Context: an optimization exercise on an open-source flow, tuned for small area. The choices shown serve that exercise and are no tape-out recipe. The RTL was checked by simulation tests, not by an equivalence proof against the original design. Power is estimated from default activity; no workload was simulated.

==> job 5672: inputs <==
==> flow/design.v (excerpt) <==
module stack_core (
    input  wire        clk,
    input  wire        rst,           
    output wire        mem_req,
    output wire        mem_we,
    output wire [15:0] mem_addr,
    output wire [15:0] mem_wdata,
    input  wire [15:0] mem_rdata,
    input  wire        mem_ready,
    output wire        out_valid,
    output wire [15:0] out_data,
    output wire        halted,
    output wire        faulted,
    output wire [2:0]  fault_kind,
    output wire [16:0] fault_pc,
    output reg  [16:0] pc,
    output reg  [16:0] sp,
    output reg  [15:0] fp,
    output reg  [31:0] reads,
    output reg  [31:0] writes
);
clock: 50.0 ns
lec_check: 0
cap_margin: 20
core_margin: 2
core_utilization: 40
slew_margin: 20
standard.sh (not shown) runs the stock make flow with config.mk's settings and CLKGATE_MAP_FILE= SYNTH_SCRIPT=/design/flow/synth_recipe.tcl, a recipe that flattens the netlist after the stock synthesis.
==> flow/flow/run.sh <==
#!/bin/bash
# The standard layout, with area settings of ORFS for the steps after synthesis:
#  - remove the buffers ABC put into the synthesized netlist (REMOVE_ABC_BUFFERS);
#    repair_design re-buffers any net that needs it for slew or capacitance,
#    aiming at the library limits themselves (no extra margin),
#  - buffer every input and output port with buf_1 rather than the resizer's pick,
#  - build the clock tree from clkbuf_8 without dummy loads.
# Synthesis is the standard synthesis, unchanged.
set -euo pipefail
bash standard.sh synth > synth.log 2>&1
bash standard.sh REMOVE_ABC_BUFFERS=1 CAP_MARGIN=0 SLEW_MARGIN=0 GPL_TIMING_DRIVEN=0 \
  "BUFFER_PORTS_ARGS=-buffer_cell sky130_fd_sc_hd__buf_1" \
  "CTS_ARGS=-sink_clustering_enable -repair_clock_nets -dont_use_dummy_load -buf_list sky130_fd_sc_hd__clkbuf_8" \
  finish > layout.log 2>&1
==> inputs of job 8223, as changes to job 5672 <==
==> flow/run.sh (new file) <==
#!/bin/bash
# synth_recipe.tcl (not shown) runs the flow's synth.tcl, then flattens the netlist and writes it again
# the make line also repeats each setting of config.mk as NAME=value (left out here)
make -C /OpenROAD-flow-scripts/flow DESIGN_CONFIG=/design/flow/config.mk WORK_HOME=/design/flow/orfs CLKGATE_MAP_FILE= SYNTH_SCRIPT=/design/flow/synth_recipe.tcl finish
removed: flow/flow/run.sh
removed: flow/standard.sh
==> inputs of job 4870, as changes to job 5672 <==
--- a/flow/flow/run.sh
+++ b/flow/flow/run.sh
@@ -10,3 +10,3 @@
 bash standard.sh synth > synth.log 2>&1
-bash standard.sh REMOVE_ABC_BUFFERS=1 CAP_MARGIN=0 SLEW_MARGIN=0 GPL_TIMING_DRIVEN=0 \
+bash standard.sh REMOVE_ABC_BUFFERS=1 CAP_MARGIN=0 SLEW_MARGIN=0 \
   "BUFFER_PORTS_ARGS=-buffer_cell sky130_fd_sc_hd__buf_1" \
--- a/flow/config.mk
+++ b/flow/config.mk
@@ -9,3 +9,3 @@
 export CORE_MARGIN = 2
-export CORE_UTILIZATION = 40
+export CORE_UTILIZATION = 65
 export SLEW_MARGIN = 20
==> inputs of job 9412, as changes to job 5672 <==
--- a/flow/flow/run.sh
+++ b/flow/flow/run.sh
@@ -6,2 +6,3 @@
 #  - buffer every input and output port with buf_1 rather than the resizer's pick,
+#  - after global routing, downsize gates off the critical paths (RECOVER_POWER),
 #  - build the clock tree from clkbuf_8 without dummy loads.
@@ -10,3 +11,3 @@
 bash standard.sh synth > synth.log 2>&1
-bash standard.sh REMOVE_ABC_BUFFERS=1 CAP_MARGIN=0 SLEW_MARGIN=0 GPL_TIMING_DRIVEN=0 \
+bash standard.sh REMOVE_ABC_BUFFERS=1 CAP_MARGIN=0 SLEW_MARGIN=0 RECOVER_POWER=100 \
   "BUFFER_PORTS_ARGS=-buffer_cell sky130_fd_sc_hd__buf_1" \
==> metrics.yaml <==
timing:
  holdWs_ps: 468
setup_path:
  r2r_slack_ps: 37000
run:
  maxCapViolations: 0
die:
  die-area_mm2: 0.0251
  die_width_um: 158
  start_util_pct: 40.7
  die_h_um: 158
place:
  pre_cts_ws_ps: 30670
  dpl_cell_area_mm2: 0.0105
cells_and_area:
  fillCellCount: 2281
  seq_share_pct: 38.2
routing:
  viasPerCell: 5.81
  route.met2.wl_mm: 14.2
global_routing:
  grt_util_met1_pct: 32.7
status:
  outcome: "complete, no violations"
power_and_ir_drop:
  leakage_uw: 0.00470
cts:
  clkTransAtPathRegs_ps: 70
Source of the figures above: job 5672

==> metrics.yaml <==
place:
  pre_cts_ws_ps: 30620
die:
  die_h_um: 158
  die_width_um: 158
cts:
  clkTransAtPathRegs_ps: 70
cells_and_area:
  fillCellCount: 2147
  seq_share_pct: 33.2
status:
  outcome: "complete, no violations"
global_routing:
  grt_util_met1_pct: 35.2
routing:
  route.met2.wl_mm: 13.9
setup_path:
  r2r_slack_ps: 38230
Source of the figures above: job 8223

==> metrics.yaml <==
routing:
  route.met2.wl_mm: 14.3
  viasPerCell: 5.76
timing:
  holdWs_ps: 476
  drv_slew: 257
global_routing:
  grt_util_met1_pct: 33.4
setup_path:
  r2r_slack_ps: 35940
cells_and_area:
  fillCellCount: 2326
  seq_share_pct: 38.7
place:
  pre_cts_ws_ps: 31040
die:
  die_h_um: 158
  die_width_um: 158
power_and_ir_drop:
  leakage_uw: 0.00467
status:
  violations: "capacitance limit, slew limit"
  outcome: "complete, but fails checks"
run:
  maxCapViolations: 7
Source of the figures above: job 9412

==> metrics.yaml <==
cts:
  clkTransAtPathRegs_ps: 60
cells_and_area:
  fillCellCount: 1112
power_and_ir_drop:
  leakage_uw: 0.00473
die:
  die_h_um: 125
routing:
  viasPerCell: 6.49
  route.met2.wl_mm: 12.6
place:
  pre_cts_ws_ps: 31470
timing:
  holdWs_ps: 467
status:
  outcome: "complete, no violations"
Source of the figures above: job 4870



==> inputs of run a <==
stack_core again, from the RTL that the note above started with.
export LEC_CHECK = 0
export CAP_MARGIN = 20
export CORE_MARGIN = 2
export CORE_UTILIZATION = 40
export SLEW_MARGIN = 20
create_clock -name core_clock -period 50.0 [get_ports {clk}]
==> flow/flow/run.sh <==
#!/bin/bash
# The standard layout, with area settings of ORFS for the steps after synthesis:
#  - remove the buffers ABC put into the synthesized netlist (REMOVE_ABC_BUFFERS);
#    repair_design re-buffers any net that needs it for slew or capacitance,
#    aiming at the library limits themselves (no extra margin),
#  - buffer every input and output port with buf_1 rather than the resizer's pick,
#  - build the clock tree from clkbuf_8 without dummy loads.
# Synthesis is the standard synthesis, unchanged.
set -euo pipefail
bash standard.sh synth > synth.log 2>&1
bash standard.sh REMOVE_ABC_BUFFERS=1 CAP_MARGIN=0 SLEW_MARGIN=0 \
  "BUFFER_PORTS_ARGS=-buffer_cell sky130_fd_sc_hd__buf_1" \
  "CTS_ARGS=-repair_clock_nets -dont_use_dummy_load -buf_list sky130_fd_sc_hd__clkbuf_8" \
  finish > layout.log 2>&1
==> run b: changes against run a <==
--- a/flow/flow/run.sh
+++ b/flow/flow/run.sh
@@ -11,4 +11,4 @@
 bash standard.sh REMOVE_ABC_BUFFERS=1 CAP_MARGIN=0 SLEW_MARGIN=0 \
   "BUFFER_PORTS_ARGS=-buffer_cell sky130_fd_sc_hd__buf_1" \
-  "CTS_ARGS=-repair_clock_nets -dont_use_dummy_load -buf_list sky130_fd_sc_hd__clkbuf_8" \
+  "CTS_ARGS=-sink_clustering_enable -repair_clock_nets -dont_use_dummy_load -buf_list sky130_fd_sc_hd__clkbuf_8" \
   finish > layout.log 2>&1
--- a/flow/config.mk
+++ b/flow/config.mk
@@ -9,3 +9,4 @@
 export CORE_MARGIN = 2
 export CORE_UTILIZATION = 40
+export PLACE_DENSITY = 0.85
 export SLEW_MARGIN = 20
==> flow_metrics.tcl <==
set metrics [dict create \
    drive_above_1_share_pct 7.71 \
    grt.total_usage_pct 24.3 \
    wl_um 29900 \
    met2_length_um 14200 \
    vias 8153 \
    ff2ff_setup_slack_ns 38.50 \
    status "finished clean" \
    nFillCells 2309 \
    grt_max_degree 69 \
    holdWs_ns 0.475 \
]
# the run above: run a

==> flow_metrics.tcl <==
set metrics [dict create \
    drive_above_1_share_pct 7.62 \
    grt_max_degree 62 \
    status "finished clean" \
    met2_length_um 13700 \
    wl_um 28100 \
    ff2ff_setup_slack_ns 38.35 \
    cts_hold_buf 0 \
    grt.total_usage_pct 22.7 \
]
# the run above: run b



==> job 373 <==
Starting RTL as in the previous note.
// stack_core
module stack_core (
    input  wire        clk,
    input  wire        rst,           
    output wire        mem_req,
    output wire        mem_we,
    output wire [15:0] mem_addr,
    output wire [15:0] mem_wdata,
    input  wire [15:0] mem_rdata,
    input  wire        mem_ready,
    output wire        out_valid,
    output wire [15:0] out_data,
    output wire        halted,
    output wire        faulted,
    output wire [2:0]  fault_kind,
    output wire [16:0] fault_pc,
    output reg  [16:0] pc,
    output reg  [16:0] sp,
    output reg  [15:0] fp,
    output reg  [31:0] reads,
    output reg  [31:0] writes
);
    reg [3:0]  ir;       
    reg [4:0]  ph;       
    reg [15:0] T;
    reg [16:0] F;
    reg        qs;
    wire [8:0] iph = {ir, ph};
    wire       ph0 = (ph == 5'd0);
    wire [2:0] fa, fb, fmode, fd;
    wire [1:0] fmem, fadr;
    wire       frc, fk2, fdz, fsx, fqsld, fqsx, foutv, firld;
    wire [4:0] nt, nf;
    wire cmz, cf16, endT1;
    assign fa[0] = (ph[4] & ~ir[0]) | (ph[1] & ~ph[2] & ~ir[0] & ir[1] & ir[2]) | (ph[0] & ~ph[1] & ph[2] & ~ir[0] & ~ir[3]) | (~ph[0] & ~ph[2] & ~ph[3] & ir[1] & ir[2]) | (~ph[0] & ~ph[1] & ir[0] & ir[1] & ~ir[3]) | (ph[0] & ph[1] & ph[2] & ir[0] & ir[1]) | (~ph[0] & ~ph[1] & ~ph[2] & ~ph[3] & ~ph[4]) | (~ph[0] & ~ph[2] & ir[2] & ir[3]) | (ph[0] & ph[2] & ~ir[2]) | (~ph[0] & ph[1] & ~ir[1] & ~ir[2] & ~ir[3]);
  ...
==> flow/config.mk <==
export PLATFORM = sky130hd
export DESIGN_NAME = stack_core
export DESIGN_NICKNAME = stack_core
export VERILOG_FILES = /design/flow/design.v
export SDC_FILE = /design/flow/constraint.sdc
export NUM_CORES = 4
export LEC_CHECK = 0
export CAP_MARGIN = 20
export CORE_MARGIN = 2
export CORE_UTILIZATION = 40
export SLEW_MARGIN = 20
==> flow/constraint.sdc <==
create_clock -name core_clock -period 50.0 [get_ports {clk}]
set_input_delay 10.0000 -clock core_clock [delete_from_list [all_inputs] [get_ports {clk}]]
set_output_delay 10.0000 -clock core_clock [all_outputs]
set_load 0.01 [all_outputs]
==> flow/flow/run.sh <==
#!/bin/bash
# The standard layout, with area settings of ORFS for the steps after synthesis:
#  - remove the buffers ABC put into the synthesized netlist (REMOVE_ABC_BUFFERS);
#    repair_design re-buffers any net that needs it for slew or capacitance,
#    aiming at the library limits themselves (no extra margin),
#  - buffer every input and output port with buf_1 rather than the resizer's pick,
#  - build the clock tree from clkbuf_8 without dummy loads.
# Synthesis is the standard synthesis, unchanged.
set -euo pipefail
bash standard.sh synth > synth.log 2>&1
bash standard.sh REMOVE_ABC_BUFFERS=1 CAP_MARGIN=0 SLEW_MARGIN=0 \
  "BUFFER_PORTS_ARGS=-buffer_cell sky130_fd_sc_hd__buf_1" \
  "CTS_ARGS=-sink_clustering_enable -repair_clock_nets -dont_use_dummy_load -buf_list sky130_fd_sc_hd__clkbuf_8" \
  finish > layout.log 2>&1
==> inputs of job 5339, as changes to job 373 <==
--- a/flow/config.mk
+++ b/flow/config.mk
@@ -7,4 +7,6 @@
 export LEC_CHECK = 0
 export CAP_MARGIN = 20
+export CELL_PAD_IN_SITES_DETAIL_PLACEMENT = 0
+export CELL_PAD_IN_SITES_GLOBAL_PLACEMENT = 0
 export CORE_MARGIN = 2
 export CORE_UTILIZATION = 40
==> qor summary <==
|  | job 5339 | job 373 |
|---|---|---|
| Leakage power summed over all cells | 4.72 nW | 4.72 nW |
| Buffer levels on the longest clock path | 2 | 2 |
| Count of final hold-check violations | 0 | 0 |
| Synth Area in Simple Gates | 0.142 | 0.142 |
| Postcts setup bufs | 0 | 0 |
| Placed cells | 1,405 | 1,405 |
| Number of fillers in the final layout | 2,309 | 2,309 |
| Inverter count of the layout excluding clock inverters | 28 | 28 |
| Hold-fix buffers, CTS | 0 | 0 |
| Starting Density | 0.407 | 0.407 |
| Clock latency on the worst-skew pair | 0.46 ns | 0.46 ns |
| Final critical-path required period | 18.56 ns | 18.56 ns |
| Crit path to | F[16] | F[16] |
| Worst max-slew margin expressed relative to the limit | 0.225 | 0.225 |
| Topmost layer with routed signal wires | met4 | met4 |
| Run status | timing/DRC/antenna clean | timing/DRC/antenna clean |
| Most frequent cell after synthesis | sky130_fd_sc_hd__dfrtp_1 | sky130_fd_sc_hd__dfrtp_1 |
| Avg WL per Cell | 21.0 um | 21.0 um |
| Number of flip-flops and latches | 157 | 157 |
| Hold WS | 0.475 ns | 0.475 ns |
| Iteration-0 DRC count of the detailed router | 676 | 676 |
| Most common cell after layout, fill and taps aside | sky130_fd_sc_hd__buf_1 | sky130_fd_sc_hd__buf_1 |
| WL met3 | 2490 um | 2490 um |
| Tap cells | 319 | 319 |

## afterwards: timing with drivers on the ports
The results above use ideal ports. As a check the final layouts listed here were re-extracted and re-timed, cells and wires unchanged. Step 1 assumes that a clkbuf_16 drives the clock port and a buf_2 every other input. Step 2 adds t to the input delays and takes it off the output delays; t is the mean of the earliest and latest rising clock arrival at the registers after step 1. Input paths then give back, and output paths get back, about the clock's delay inside the block. Slacks: ideal ports / drivers / drivers and shift; pairs: ideal ports / drivers.
| run | shift t [ns] | setup slack, ns | worst setup path after step 2 | latest minus earliest clock arrival (ns) | worst register clock-pin slew, ns |
|---|---|---|---|---|---|
| job 5672 | 0.485 | 31.031 / 31.044 / 30.559 | input to register | 0.037 / 0.038 | 0.09 / 0.09 |
| job 8223 | 0.466 | 30.935 / 30.948 / 30.483 | input to register | 0.013 / 0.013 | 0.07 / 0.07 |
| job 4870 | 0.500 | 31.786 / 31.781 / 31.280 | input to register | 0.041 / 0.041 | 0.11 / 0.11 |
| job 9412 | 0.484 | 30.274 / 30.287 / 29.803 | input to register | 0.040 / 0.040 | 0.09 / 0.09 |
| run a | 0.481 | 31.439 / 31.453 / 30.973 | input to register | 0.039 / 0.039 | 0.09 / 0.09 |
| run b | 0.473 | 31.362 / 31.367 / 30.894 | input to register | 0.037 / 0.038 | 0.09 / 0.09 |
| job 373 | 0.481 | 31.439 / 31.453 / 30.973 | input to register | 0.039 / 0.039 | 0.09 / 0.09 |
| job 5339 | 0.481 | 31.439 / 31.453 / 30.973 | input to register | 0.039 / 0.039 | 0.09 / 0.09 |
The setup slack of job 4870, which loses most, moves by -0.005 ns with the drivers and by -0.506 ns with both steps.
